Context: an optimization exercise on an open-source flow, tuned for a short achievable clock period and few clock cycles. The choices shown serve that exercise and are no tape-out recipe. The RTL was checked by simulation tests, not by an equivalence proof against the original design. Power and IR drop assume default switching activity.

$ cat flow/config.mk
export PLATFORM = sky130hd
export DESIGN_NAME = anc_decoder
export DESIGN_NICKNAME = anc_decoder
export VERILOG_FILES = /design/flow/design.v
export SDC_FILE = /design/flow/constraint.sdc
export NUM_CORES = 4
export LEC_CHECK = 0
export ABC_CLOCK_PERIOD_IN_PS = 2500
export CAP_MARGIN = 20
export CORE_MARGIN = 2
export CORE_UTILIZATION = 40
export SETUP_SLACK_MARGIN = 5
export SLEW_MARGIN = 20
export TNS_END_PERCENT = 100
$ cat flow/constraint.sdc
create_clock -name core_clock -period 8.0 [get_ports {clk}]
set_input_delay 1.6000 -clock core_clock [delete_from_list [all_inputs] [get_ports {clk}]]
set_output_delay 1.6000 -clock core_clock [all_outputs]
set_load 0.01 [all_outputs]
$ cat flow/design.v
module anc_decoder (
    input  wire        clk,
    input  wire        rst,
    input  wire        in_valid,
    output wire        in_ready,
    input  wire [31:0] in_data,
    input  wire        in_last,
    output reg         out_valid,
    output reg  [2:0]  out_kind,
    output reg  [31:0] out_data,
    output reg  [2:0]  out_nbytes,
    output reg  [3:0]  out_bad
);
    localparam [2:0] K_PHDR = 3'd1,
                     K_MHDR = 3'd2,
                     K_MID  = 3'd3,
                     K_UDW  = 3'd4,
                     K_MEND = 3'd5,
                     K_PEND = 3'd6;
    localparam integer ROWS  = 8;
    localparam integer DEPTH = 4 * ROWS;
    localparam integer THR   = DEPTH - 6 * 4;
    localparam integer EW = 42;
    integer i, j, m;
    reg         rst_r;
    always @(posedge clk)
        rst_r <= rst;
    reg         in_ready_r;
    reg  [31:0] a_d;
    reg         a_l;
    reg         a_v;
    assign in_ready = in_ready_r;
    always @(posedge clk) begin
        a_d <= in_data;
        a_l <= in_last;
        a_v <= in_valid && in_ready_r;
    end
    reg  [4:0]  st;
    wire        st_ph = st[0];
    wire        st_m0 = st[1];
    wire        st_m1 = st[2];
    wire        st_mw = st[3];
    wire        st_dn = st[4];
    reg  [4:0]  ph;           
    reg  [5:0]  rem_hi;
    reg  [1:0]  rem_lo;
    reg         csd;          
    reg  [7:0]  msg_left;
    reg  [31:0] b_prev;
    wire        n4       = ph[0];                       
    wire        hi0      = (rem_hi == 6'd0);
    wire        hi1      = (rem_hi == 6'd1);
    wire        rem_lt_n = hi0 && (n4 || rem_lo != 2'd3);
    wire        rem_le_n = rem_lt_n || (n4 ? (hi1 && rem_lo == 2'd0)
                                           : (hi0 && rem_lo == 2'd3));
    wire        cs_here  = st_mw && !csd && rem_lt_n;
    wire        pad_nxt  = cs_here && n4 && (rem_lo == 2'd3);
    wire        last_w   = st_mw && (csd || (cs_here && !pad_nxt));
    wire        msg_one  = (msg_left == 8'd1);
    wire        cnt0     = (a_d[31:24] == 8'd0);
    wire        pay_end  = (st_ph && cnt0) || (last_w && msg_one);
    wire        in_udw   = st_mw && !csd;
    wire [3:0]  b_mask;
    assign b_mask[0] = in_udw && !(hi0 && rem_lo == 2'd0);
    assign b_mask[1] = in_udw && !(hi0 && rem_lo[1] == 1'b0);
    assign b_mask[2] = in_udw && !(hi0 && rem_lo != 2'd3);
    assign b_mask[3] = in_udw && !hi0 && n4;
    wire [3:0]  b_csoh;
    assign b_csoh[0] = cs_here && (rem_lo == 2'd0);
    assign b_csoh[1] = cs_here && (rem_lo == 2'd1);
    assign b_csoh[2] = cs_here && (rem_lo == 2'd2);
    assign b_csoh[3] = cs_here && (rem_lo == 2'd3);
    wire        hi_dec  = n4 || (rem_lo != 2'd3);
    reg  [5:0]  hi_m1;
    always @(*)
        for (i = 0; i < 6; i = i + 1)
            hi_m1[i] = rem_hi[i] ^ ~|(rem_hi & ((6'd1 << i) - 6'd1));
    reg  [7:0]  ml_m1;
    always @(*)
        for (i = 0; i < 8; i = i + 1)
            ml_m1[i] = msg_left[i] ^ ~|(msg_left & ((8'd1 << i) - 8'd1));
    reg         c_v;
    reg  [4:0]  c_k;          
    reg  [31:0] c_cur, c_prev;
    reg  [4:0]  c_ph;
    reg  [3:0]  c_mask, c_csoh;
    reg         c_mend, c_pend, c_trunc, c_trail, c_flush;
    always @(posedge clk) begin
        if (rst_r) begin
            st  <= 5'b00001;
            csd <= 1'b0;
            c_v <= 1'b0;
        end else begin
            c_v <= a_v;
            if (a_v) begin
                b_prev <= a_d;
                if (st_ph)
                    msg_left <= a_d[31:24];
                if (last_w)
                    msg_left <= ml_m1;
                if (st_m1) begin
                    rem_hi <= a_d[9:4];
                    rem_lo <= a_d[3:2];
                    csd    <= 1'b0;
                    ph     <= 5'b00100;
                end
                if (st_mw) begin
                    if (hi_dec)
                        rem_hi <= hi_m1;
                    if (!n4)
                        rem_lo <= rem_lo + 2'd1;
                    ph <= {ph[3:0], ph[4]};
                    if (pad_nxt)
                        csd <= 1'b1;
                end
                if (a_l)
                    st <= 5'b00001;
                else if (st_ph)
                    st <= cnt0 ? 5'b10000 : 5'b00010;
                else if (st_m0)
                    st <= 5'b00100;
                else if (st_m1)
                    st <= 5'b01000;
                else if (st_mw && last_w)
                    st <= msg_one ? 5'b10000 : 5'b00010;
            end
        end
        c_k     <= st;
        c_cur   <= a_d;
        c_prev  <= b_prev;
        c_ph    <= ph;
        c_mask  <= b_mask;
        c_csoh  <= b_csoh;
        c_mend  <= last_w;
        c_pend  <= a_l;
        c_trunc <= !pay_end && !st_dn;
        c_trail <= st_dn;
        c_flush <= (in_udw && rem_le_n) || a_l;
    end
    function [1:0] parity_pair;
        input [7:0] x;
        begin
            parity_pair = {^x, ~^x};
        end
    endfunction
    wire [63:0] win = {c_prev, c_cur};
    reg  [9:0]  c_f [0:3];
    always @(*) begin
        for (j = 0; j < 4; j = j + 1) begin
            c_f[j] = ({10{c_ph[0]}} & win[63 - 24 - 10 * j -: 10])
                   | ({10{c_ph[1]}} & win[63 - 32 - 10 * (j % 3) -: 10])
                   | ({10{c_ph[2]}} & win[63 - 30 - 10 * (j % 3) -: 10])
                   | ({10{c_ph[3]}} & win[63 - 28 - 10 * (j % 3) -: 10])
                   | ({10{c_ph[4]}} & win[63 - 26 - 10 * (j % 3) -: 10]);
        end
    end
    reg  [14:0] wc;           
    wire        c_payw  = c_k[1] | c_k[2] | c_k[3];
    reg  [14:0] wc_p1;
    always @(*)
        for (i = 0; i < 15; i = i + 1)
            wc_p1[i] = wc[i] ^ &(wc | ~((15'd1 << i) - 15'd1));
    wire [14:0] wc_new  = c_k[0] ? 15'd1 : (c_payw ? wc_p1 : wc);
    wire [1:0]  c_ppdc  = parity_pair(c_cur[9:2]);
    reg         d_v;
    reg  [4:0]  d_k;
    reg  [7:0]  d_b   [0:3];
    reg  [3:0]  d_bad;
    reg  [8:0]  d_term [0:3];
    reg  [3:0]  d_mask;
    reg  [9:0]  d_cs;
    reg         d_cshere;
    reg         d_mend, d_pend, d_flush;
    reg  [31:0] d_pdata;
    reg  [2:0]  d_akind;
    reg  [31:0] d_adata;
    reg  [8:0]  d_did, d_sdid, d_dcw;
    always @(posedge clk) begin
        if (rst_r)
            d_v <= 1'b0;
        else
            d_v <= c_v;
        if (c_v)
            wc <= wc_new;
        d_k <= c_k;
        for (j = 0; j < 4; j = j + 1) begin
            d_b[j]    <= c_f[j][7:0];
            d_bad[j]  <= c_mask[j] && (c_f[j][9:8] != parity_pair(c_f[j][7:0]));
            d_term[j] <= c_mask[j] ? {~^c_f[j][7:0], c_f[j][7:0]} : 9'd0;
        end
        d_mask   <= c_mask;
        d_cs     <= ({10{c_csoh[0]}} & c_f[0]) | ({10{c_csoh[1]}} & c_f[1])
                  | ({10{c_csoh[2]}} & c_f[2]) | ({10{c_csoh[3]}} & c_f[3]);
        d_cshere <= |c_csoh;
        d_mend   <= c_mend;
        d_pend   <= c_pend;
        d_flush  <= c_flush;
        d_pdata  <= c_trunc ? 32'd1
                            : {7'd0, wc_new, 2'b00, 6'd0, c_trail, 1'b0};
        d_akind  <= c_k[0] ? K_PHDR : (c_k[1] ? K_MHDR : K_MID);
        d_adata  <= c_k[2] ? {1'b0, (c_cur[11:10] != c_ppdc), c_cur[31:2]}
                           : c_cur;
        d_did    <= c_cur[30:22];
        d_sdid   <= c_cur[20:12];
        d_dcw    <= {c_ppdc[0], c_cur[9:2]};
    end
    reg  [3:0]  lo_oh;
    reg  [8:0]  lb [0:2];     
    wire [8:0]  nb [0:3];
    assign nb[0] = {d_bad[0], d_b[0]};
    assign nb[1] = {d_bad[1], d_b[1]};
    assign nb[2] = {d_bad[2], d_b[2]};
    assign nb[3] = {d_bad[3], d_b[3]};
    wire [4:0]  nc_oh = {d_mask[3], d_mask[2] & ~d_mask[3], d_mask[1] & ~d_mask[2],
                         d_mask[0] & ~d_mask[1], ~d_mask[0]};
    reg  [8:0]  q [0:6];
    always @(*) begin
        for (m = 0; m < 7; m = m + 1) begin
            q[m] = 9'd0;
            if (lo_oh[0] && m < 4) q[m] = q[m] | nb[m];
            if (lo_oh[1]) q[m] = q[m] | ((m < 1) ? lb[m] : ((m < 5) ? nb[m - 1] : 9'd0));
            if (lo_oh[2]) q[m] = q[m] | ((m < 2) ? lb[m] : ((m < 6) ? nb[m - 2] : 9'd0));
            if (lo_oh[3]) q[m] = q[m] | ((m < 3) ? lb[m] : nb[m - 3]);
        end
    end
    reg  [7:0]  tot_oh;
    always @(*) begin
        tot_oh = 8'd0;
        for (i = 0; i < 4; i = i + 1)
            for (j = 0; j < 5; j = j + 1)
                if (lo_oh[i] && nc_oh[j])
                    tot_oh[i + j] = 1'b1;
    end
    wire        ge4   = |tot_oh[7:4];
    wire        u1    = ge4 || (d_flush && !tot_oh[0]);
    wire        u2    = d_flush && |tot_oh[7:5];
    wire [2:0]  u1n   = ge4 ? 3'd4 : {1'b0, tot_oh[3] | tot_oh[2], tot_oh[3] | tot_oh[1]};
    wire [2:0]  u2n   = {1'b0, tot_oh[7] | tot_oh[6], tot_oh[7] | tot_oh[5]};
    wire [3:0]  lo_nx = d_flush ? 4'b0001 : (tot_oh[3:0] | tot_oh[7:4]);
    wire        isA   = d_k[0] | d_k[1] | d_k[2];
    wire [EW-1:0] ev_u1 = {K_UDW, q[0][7:0], q[1][7:0], q[2][7:0], q[3][7:0],
                           u1n, q[0][8], q[1][8], q[2][8], q[3][8]};
    wire [EW-1:0] ev_u2 = {K_UDW, q[4][7:0], q[5][7:0], q[6][7:0], 8'd0,
                           u2n, q[4][8], q[5][8], q[6][8], 1'b0};
    wire [EW-1:0] ev_a  = {d_akind, d_adata, 3'd0, 4'd0};
    wire [8:0]  p01  = d_term[0] + d_term[1];
    wire [8:0]  p23  = d_term[2] + d_term[3];
    wire [2:0]  badc = {2'b0, d_bad[0]} + {2'b0, d_bad[1]}
                     + {2'b0, d_bad[2]} + {2'b0, d_bad[3]};
    wire [8:0]  init = d_did + d_sdid + d_dcw;
    wire [3:0]  d_ev = {d_pend, d_mend, u2, isA || u1};
    reg         e_v;
    reg         e_m1;
    reg  [8:0]  e_init, e_p01, e_p23;
    reg  [2:0]  e_badc;
    reg  [9:0]  e_cs;
    reg         e_cshere;
    reg  [3:0]  e_ev;
    reg  [EW-1:0] e_e0, e_e1;
    reg  [31:0] e_pdata;
    always @(posedge clk) begin
        if (rst_r) begin
            lo_oh <= 4'b0001;
            e_v   <= 1'b0;
        end else begin
            e_v <= d_v;
            if (d_v)
                lo_oh <= lo_nx;
        end
        if (d_v) begin
            if (ge4) begin
                lb[0] <= q[4];
                lb[1] <= q[5];
                lb[2] <= q[6];
            end else begin
                lb[0] <= q[0];
                lb[1] <= q[1];
                lb[2] <= q[2];
            end
        end
        e_m1     <= d_k[2];
        e_init   <= init;
        e_p01    <= p01;
        e_p23    <= p23;
        e_badc   <= badc;
        e_cs     <= d_cs;
        e_cshere <= d_cshere;
        e_ev     <= d_ev;
        e_e0     <= isA ? ev_a : ev_u1;
        e_e1     <= ev_u2;
        e_pdata  <= d_pdata;
    end
    reg  [8:0]  sum_a, sum_b;
    reg  [7:0]  bad_cnt;
    reg  [9:0]  cs;
    reg  [3:0]  f_ev;
    reg  [EW-1:0] f_e0, f_e1;
    reg  [31:0] f_pdata;
    always @(posedge clk) begin
        if (e_v) begin
            if (e_m1) begin
                sum_a   <= e_init;
                sum_b   <= 9'd0;
                bad_cnt <= 8'd0;
            end else begin
                sum_a   <= sum_a + e_p01;
                sum_b   <= sum_b + e_p23;
                bad_cnt <= bad_cnt + {5'd0, e_badc};
            end
            if (e_cshere)
                cs <= e_cs;
        end
        f_ev    <= (rst_r || !e_v) ? 4'd0 : e_ev;
        f_e0    <= e_e0;
        f_e1    <= e_e1;
        f_pdata <= e_pdata;
    end
    wire [8:0]  sum    = sum_a + sum_b;
    wire [9:0]  cs_exp = {~sum[8], sum};
    reg  [3:0]  h_ev;
    reg  [EW-1:0] h_e0, h_e1, h_mend, h_pend;
    always @(posedge clk) begin
        h_ev   <= rst_r ? 4'd0 : f_ev;
        h_e0   <= f_e0;
        h_e1   <= f_e1;
        h_mend <= {K_MEND, 13'd0, bad_cnt, (cs != cs_exp), cs, 7'd0};
        h_pend <= {K_PEND, f_pdata, 7'd0};
    end
    wire [EW-1:0] fe [0:3];
    assign fe[0] = h_e0;
    assign fe[1] = h_e1;
    assign fe[2] = h_mend;
    assign fe[3] = h_pend;
    reg  [3:0]      wbank;         
    reg  [ROWS-1:0] wrow;          
    reg  [3:0]      rbank;
    reg  [ROWS-1:0] rrow;
    reg  [EW-1:0]   fifo [0:3][0:ROWS-1];
    reg  [DEPTH-1:0] cnt_t;        
    reg  [DEPTH-1:0] res_t;        
    wire            pop = cnt_t[0];
    wire [3:0] pos_oh [0:3];
    assign pos_oh[0] = 4'b0001;
    assign pos_oh[1] = h_ev[0] ? 4'b0010 : 4'b0001;
    assign pos_oh[2] = (h_ev[0] & h_ev[1]) ? 4'b0100 :
                       (h_ev[0] | h_ev[1]) ? 4'b0010 : 4'b0001;
    assign pos_oh[3] = (h_ev[0] & h_ev[1] & h_ev[2]) ? 4'b1000 :
                       ((h_ev[0] & h_ev[1]) | (h_ev[0] & h_ev[2]) | (h_ev[1] & h_ev[2])) ? 4'b0100 :
                       (h_ev[0] | h_ev[1] | h_ev[2]) ? 4'b0010 : 4'b0001;
    function [3:0] rot4;
        input [3:0] b;
        input [3:0] by_oh;
        begin
            rot4 = ({4{by_oh[0]}} & b)
                 | ({4{by_oh[1]}} & {b[2:0], b[3]})
                 | ({4{by_oh[2]}} & {b[1:0], b[3:2]})
                 | ({4{by_oh[3]}} & {b[0], b[3:1]});
        end
    endfunction
    wire [3:0]    tb [0:3];        
    assign tb[0] = rot4(wbank, pos_oh[0]);
    assign tb[1] = rot4(wbank, pos_oh[1]);
    assign tb[2] = rot4(wbank, pos_oh[2]);
    assign tb[3] = rot4(wbank, pos_oh[3]);
    reg  [3:0]    sel [0:3];       
    reg  [EW-1:0] bd [0:3];        
    reg  [3:0]    bw;              
    always @(*) begin
        for (m = 0; m < 4; m = m + 1) begin
            sel[m] = 4'd0;
            bd[m]  = {EW{1'b0}};
        end
        for (i = 0; i < 4; i = i + 1)
            for (m = 0; m < 4; m = m + 1)
                sel[m][i] = h_ev[i] & tb[i][m];
        for (m = 0; m < 4; m = m + 1) begin
            for (i = 0; i < 4; i = i + 1)
                bd[m] = bd[m] | ({EW{sel[m][i]}} & fe[i]);
            bw[m] = |sel[m];
        end
    end
    wire [3:0]      wrap_b = {1'b0, wbank[3], wbank[3] | wbank[2], wbank[3] | wbank[2] | wbank[1]};
    wire [ROWS-1:0] wrow_n = {wrow[ROWS-2:0], wrow[ROWS-1]};
    always @(posedge clk) begin
        for (m = 0; m < 4; m = m + 1)
            for (i = 0; i < ROWS; i = i + 1)
                if (bw[m] && (wrap_b[m] ? wrow_n[i] : wrow[i]))
                    fifo[m][i] <= bd[m];
    end
    wire [4:0] h_noh;
    assign h_noh[0] = (h_ev == 4'd0);
    assign h_noh[4] = &h_ev;
    assign h_noh[1] = (h_ev == 4'b0001 || h_ev == 4'b0010 ||
                       h_ev == 4'b0100 || h_ev == 4'b1000);
    assign h_noh[3] = (h_ev == 4'b1110 || h_ev == 4'b1101 ||
                       h_ev == 4'b1011 || h_ev == 4'b0111);
    assign h_noh[2] = !(h_noh[0] | h_noh[1] | h_noh[3] | h_noh[4]);
    wire [3:0] wbank_nx = rot4(wbank, h_noh[3:0]) | ({4{h_noh[4]}} & wbank);
    wire       wrow_adv = h_noh[4]
                        | (h_noh[3] & (wbank[1] | wbank[2] | wbank[3]))
                        | (h_noh[2] & (wbank[2] | wbank[3]))
                        | (h_noh[1] & wbank[3]);
    wire [4:0] e_noh;
    assign e_noh[0] = !e_v || (e_ev == 4'd0);
    assign e_noh[4] = e_v && (&e_ev);
    assign e_noh[1] = e_v && (e_ev == 4'b0001 || e_ev == 4'b0010 ||
                              e_ev == 4'b0100 || e_ev == 4'b1000);
    assign e_noh[3] = e_v && (e_ev == 4'b1110 || e_ev == 4'b1101 ||
                              e_ev == 4'b1011 || e_ev == 4'b0111);
    assign e_noh[2] = !(e_noh[0] | e_noh[1] | e_noh[3] | e_noh[4]);
    function [DEPTH-1:0] therm_shift;
        input [DEPTH-1:0] t;
        input [4:0]       add_oh;
        input             dec;
        reg   [DEPTH+4:0] w;
        integer           k;
        begin
            w = {5'b0, t};
            therm_shift = {DEPTH{1'b0}};
            for (k = 0; k < 5; k = k + 1)
                if (add_oh[k])
                    therm_shift = therm_shift
                        | (dec ? (((w << k) | ((1 << k) - 1)) >> 1)
                               : ((w << k) | ((1 << k) - 1)));
        end
    endfunction
    always @(posedge clk) begin
        if (rst_r) begin
            wbank <= 4'b0001;
            wrow  <= {{(ROWS-1){1'b0}}, 1'b1};
            rbank <= 4'b0001;
            rrow  <= {{(ROWS-1){1'b0}}, 1'b1};
            cnt_t <= {DEPTH{1'b0}};
            res_t <= {DEPTH{1'b0}};
        end else begin
            wbank <= wbank_nx;
            if (wrow_adv)
                wrow <= wrow_n;
            if (pop) begin
                rbank <= {rbank[2:0], rbank[3]};
                if (rbank[3])
                    rrow <= {rrow[ROWS-2:0], rrow[ROWS-1]};
            end
            cnt_t <= therm_shift(cnt_t, h_noh, pop);
            res_t <= therm_shift(res_t, e_noh, pop);
        end
        in_ready_r <= !rst && (rst_r || !res_t[THR]);
    end
    reg [EW-1:0] bank_out [0:3];
    reg [EW-1:0] head;
    always @(*) begin
        head = {EW{1'b0}};
        for (m = 0; m < 4; m = m + 1) begin
            bank_out[m] = {EW{1'b0}};
            for (i = 0; i < ROWS; i = i + 1)
                bank_out[m] = bank_out[m] | ({EW{rrow[i]}} & fifo[m][i]);
            head = head | ({EW{rbank[m]}} & bank_out[m]);
        end
    end
    always @(posedge clk) begin
        out_valid  <= !rst && !rst_r && pop;
        out_kind   <= head[41:39];
        out_data   <= head[38:7];
        out_nbytes <= head[6:4];
        out_bad    <= head[3:0];
    end
endmodule
$ cat flow/run.sh
#!/bin/bash
# synth_recipe.tcl (not shown) runs the flow's synth.tcl, then flattens the netlist and writes it again
# the make line also repeats each setting of config.mk as NAME=value (left out here)
make -C /OpenROAD-flow-scripts/flow DESIGN_CONFIG=/design/flow/config.mk WORK_HOME=/design/flow/orfs CLKGATE_MAP_FILE= SYNTH_SCRIPT=/design/flow/synth_recipe.tcl finish
==> run notes <==
==> power groups by stage <==
stage,Clock [mW],Sequential [mW],Combinational [mW]
after CTS,10.2,12.2,0.258
after global placement,0,12.5,0.254
after global routing,10.7,12.2,0.282
after floorplan,0,12.4,0.177
final,10.1,12.2,0.256
after detailed placement,0,12.5,0.256
==> flip-flops by register name (all words and copies together), names as in the netlist, 17 cells and up <==
name      flops
d_pdata      17
e_e1         29
f_pdata      17
fe           65
f_e0         42
d_adata      32
h_e0         42
out_data     32
a_d          32
e_e0         42
d_b          32
f_e1         29
fifo       1344
lb           27
res_t        32
cnt_t        32
e_pdata      17
d_term       36
c_cur        32
==> cell usage in the layout (no fill, tap or decap), types with 13 or more instances in the layout <==
master	n
sky130_fd_sc_hd__clkbuf_1	45
sky130_fd_sc_hd__a21oi_4	24
sky130_fd_sc_hd__a31oi_1	66
sky130_fd_sc_hd__a221oi_1	13
sky130_fd_sc_hd__o21ai_0	71
sky130_fd_sc_hd__clkinv_1	21
sky130_fd_sc_hd__dfxtp_4	18
sky130_fd_sc_hd__xor2_1	32
sky130_fd_sc_hd__buf_4	59
sky130_fd_sc_hd__clkdlybuf4s50_1	35
sky130_fd_sc_hd__nor2_1	129
sky130_fd_sc_hd__nand4_1	173
sky130_fd_sc_hd__buf_2	35
sky130_fd_sc_hd__bufinv_16	16
sky130_fd_sc_hd__ha_1	70
sky130_fd_sc_hd__clkbuf_16	219
sky130_fd_sc_hd__buf_12	16
sky130_fd_sc_hd__and3_1	16
sky130_fd_sc_hd__nand2b_1	13
sky130_fd_sc_hd__nand2_1	407
sky130_fd_sc_hd__fa_1	16
sky130_fd_sc_hd__dfxtp_2	18
sky130_fd_sc_hd__nor3_1	31
sky130_fd_sc_hd__xnor2_1	72
sky130_fd_sc_hd__a21o_1	21
sky130_fd_sc_hd__a222oi_1	164
sky130_fd_sc_hd__edfxtp_1	1451
sky130_fd_sc_hd__a22o_1	91
sky130_fd_sc_hd__nand3_1	34
sky130_fd_sc_hd__clkbuf_8	18
sky130_fd_sc_hd__mux2i_1	47
sky130_fd_sc_hd__dfxtp_1	714
sky130_fd_sc_hd__clkinv_2	37
sky130_fd_sc_hd__a22oi_1	853
sky130_fd_sc_hd__and2_1	59
sky130_fd_sc_hd__mux2_2	94
sky130_fd_sc_hd__a21oi_1	108
sky130_fd_sc_hd__buf_8	27
sky130_fd_sc_hd__inv_1	105
sky130_fd_sc_hd__nor2b_1	31
==> timing repair <==
| action | in CTS | in global routing |
|---|---|---|
| gates cloned | 2 | 3 |
| setup endpoints to repair | 1698 | 1580 |
| resized for setup | 289 | 26 |
| pin swaps | 13 | 7 |
| setup buffers | 25 | 1 |
==> kinds of logic after synthesis <==
kind of cell / Yosys count / synth area share, %
AOI/OAI and AO/OA: 1468 / 13.80
buffers and inverters: 485 / 2.370
and+or+nand+nor: 957 / 5.808
xor gates and xnor gates: 108 / 1.222
muxes: 142 / 1.928
adders and majority gates: 88 / 1.529
DFF: 2201 / 73.34
==> critical path: stages, from the launching register on <==
cell                       delay [ns]
sky130_fd_sc_hd__dfxtp_4         0.37
sky130_fd_sc_hd__buf_4           0.15
sky130_fd_sc_hd__nor2_2          0.13
sky130_fd_sc_hd__nor2_1          0.05
sky130_fd_sc_hd__mux2_4          0.32
sky130_fd_sc_hd__a221oi_4        0.36
sky130_fd_sc_hd__nor2b_4         0.13
sky130_fd_sc_hd__buf_4           0.18
sky130_fd_sc_hd__a222oi_1        0.73
sky130_fd_sc_hd__inv_1           0.09
sky130_fd_sc_hd__buf_4           0.19
==> path summary, 6_finish.rpt <==
path	start	to	slack [ns]	cells after the start
max	h_ev[0]	fifo[11][29]	5.03	10
min	f_e0[39]	h_e0[39]	0.32	0
max reg2reg	h_ev[0]	fifo[11][29]	5.03	10
min reg2reg	f_e0[39]	h_e0[39]	0.32	0
==> per-stage QoR <==
step | util, % | power, mW | area (um2) | hold slack (ns)
finish | 45.89 | 22.58 | 91350 | 0.3201
global placement | 42.02 | 12.73 | 83640 | 0.3103
detailed placement | 42.03 | 12.73 | 83660 | 0.3121
floorplan | - | 12.57 | 80050 | 0.3096
CTS | 45.82 | 22.70 | 91200 | 0.3181
global route | 45.89 | 23.20 | 91340 | 0.3265
==> layer usage <==
layer  global-route usage (%)  up-vias  wire length (um)
li1                         -    21425                 -
met1                    32.03    24835             99270
met2                    34.29     2836            106400
met3                    6.307      521             25220
met4                    8.508       18              9909
met5                   0.1657        -               129
==> area by class of cell <==
type / instances / area [um2] / share of cell area, %
Tap cell: 2656 / 3323 / 3.638
Clock inverter: 106 / 1199 / 1.312
Clock buffer: 285 / 5912 / 6.472
Inverter: 111 / 419.2 / 0.4589
Antenna cell: 4 / 10.01 / 0.01096
Multi-Input combinational cell: 2768 / 19980 / 21.87
Sequential cell: 2201 / 58680 / 64.24
Timing Repair Buffer: 184 / 1826 / 1.998
==> PnR_summary.wiki <==
{| class="wikitable"
! Metric !! Value
|-
| Logic gate share of total power || about 1.1%
|-
| Yosys warnings || 10
|-
| CTS clk-pin slew, worst paths || 0.06 ns
|-
| Count of filler cells inserted in the layout || about 17k
|-
| First-pass iteration count of the detailed router || 15
|-
| Antenna violation net count after detailed routing || 0
|-
| Dpl cells || 7888
|-
| Final critical path time including I/O delays and setup || 2.970 ns
|-
| Post-route worst setup slack || 5.030 ns
|-
| Pin count of the biggest net entering global routing || 127
|-
| Number of nets in the synthesized netlist || 5573
|-
| Post-synthesis to final-layout area growth || 14.36%
|-
| Number of global-route vias before repair || 46.72k
|-
| Total of max-cap violations || 0
|-
| Core area || ~200000 um2
|-
| Net switching fraction of the power || 20.48%
|-
| Type of the worst setup path || flip-flop to flip-flop
|-
| Average cell area after synthesis || around 15 um2
|-
| Worst hold path class || flip-flop to flip-flop
|-
| Number of antenna violations at the first check in global routing || 16
|-
| Top-level I/O count || 80
|-
| Via count || 49.64k
|-
| Worst ir drop on vdd || 0.2205 mV
|-
| Run status || complete, no violations
|-
| Number of enable flip-flop cells after synthesis || 1451
|-
| Overall global routing resource usage || 22.99%
|-
| Buffers on Ports || 79
|-
| Share of Yosys cell area claimed by the top area cell type || 54.55%
|-
| Leading post-synthesis cells by cell area || sky130_fd_sc_hd__edfxtp_1, sky130_fd_sc_hd__dfxtp_1, sky130_fd_sc_hd__a22oi_1
|-
| Fraction of layout instances using a drive strength above 1 || between 10% and 20%
|-
| Post-synthesis sequential area ratio || 73.34%
|-
| Std-Cell Rows || 164
|-
| Primary flip-flop cell chosen by synthesis mapping || sky130_fd_sc_hd__edfxtp_1
|-
| Arrival time of the worst setup path || 3.58 ns
|-
| Routed wirelength normalized by instance count || 28.97 um
|-
| Static leakage || 33.18 nW
|-
| Clock power frac || about 45%
|-
| Wire length of the first global-routing pass || between 300000 and 400000 um
|-
| Final layout net count || 5599
|-
| Maximum frequency from static timing analysis || 0.3367 GHz
|-
| X dimension of the die || 450.9 um
|-
| DR DRC count || 0
|-
| Critical path fanouts, max || 8
|-
| Worst setup slack after placement || 4.197 ns
|-
| Final slew viol count || 0
|-
| Height of the chip || 450.9 um
|-
| Remaining global-route overflow || 0
|-
| Latest clock arrival within the worst-skew pair || about 0.88 ns
|-
| Root buffer cell || sky130_fd_sc_hd__clkbuf_16
|-
| Number of failing setup endpoints in the final timing report || 0
|-
| FF+latch count, synth || 2201
|-
| Power per unit of standard cell area || 247.2 nW/um2
|-
| Worst Setup End Kind || flip-flop
|-
| Leading cell type by number of instances after synthesis || sky130_fd_sc_hd__edfxtp_1
|-
| Required time at the worst-slack endpoint || approximately 8.6 ns
|-
| Final TNS setup || 0 ns
|-
| Worst-case clock skew || 0.06700 ns
|-
| Routed wire length || 240900 um
|-
| CTS HTree Levels || 4
|-
| Starting Density || 40.13%
|-
| Estimated wirelength of the detail-placed design || 146800 um
|-
| Post-synthesis cell area || 79880 um2
|-
| Top cells by instance count after synthesis || sky130_fd_sc_hd__edfxtp_1, sky130_fd_sc_hd__a22oi_1, sky130_fd_sc_hd__dfxtp_1
|-
| Unique cell type count in the Yosys netlist || 72
|-
| Worst slew margin relative to its limit || 21.59%
|-
| Die area || 203300 um2
|-
| Count of mapped cells out of synthesis || 5449
|-
| Last weighted congestion value of the routability-driven placer || 1.004
|-
| Post-synth top area cell || sky130_fd_sc_hd__edfxtp_1
|-
| Net switching power || 4.625 mW
|-
| Kind of start point of the critical path || flip-flop
|-
| Proportion of register bits with asynchronous set or reset after synthesis || 0%
|-
| Setup repair after global routing missed its margin || true
|-
| Int Power || 17.95 mW
|-
| Final critical-path share of the clock period || 37.13%
|-
| Clock buffer count from CTS || 209
|-
| Iteration-0 DRC Markers || 7913
|-
| Via density per instance || 5.969
|-
| Hold buffer count at CTS || 0
|-
| Proportion of power drawn by flip-flops and latches || 54.2%
|-
| TritonCTS clock tree || done
|-
| CTS max path bufs || 3
|-
| Number of sinks on the clock net || 2201
|-
| Final non-filler cell total || 8315
|-
| Endpoints failing hold || 0
|-
| Actual transition at the worst max-transition pin || 1.176 ns
|}
Testbench counts, summed over its fixed seeds: cycles 19,926.

## afterwards: timing with drivers on the ports
No port has a modelled driver above. Below, the same layout with a new extraction and two added sets of constraints. Step 1 sets driving cells, clkbuf_16 on the clock port and buf_2 on the other inputs (assumed; they add their load-dependent delay and slew). Step 2 times the ports against the registers' clock, not the clock port: input delays grow and output delays shrink by t, the midpoint of the rising clock arrivals with the driver on. a / b / c = ideal / step 1 / step 2; a / b = the first two.
t, ns: 0.918
setup slack, ns: 5.030 / 4.954 / 5.030
worst slew at a driven data input, ns: 0.05
After both steps setup and hold are still met in this run. For this run, drivers alone change the setup slack by -0.076 ns; drivers and shift together by 0.000 ns.
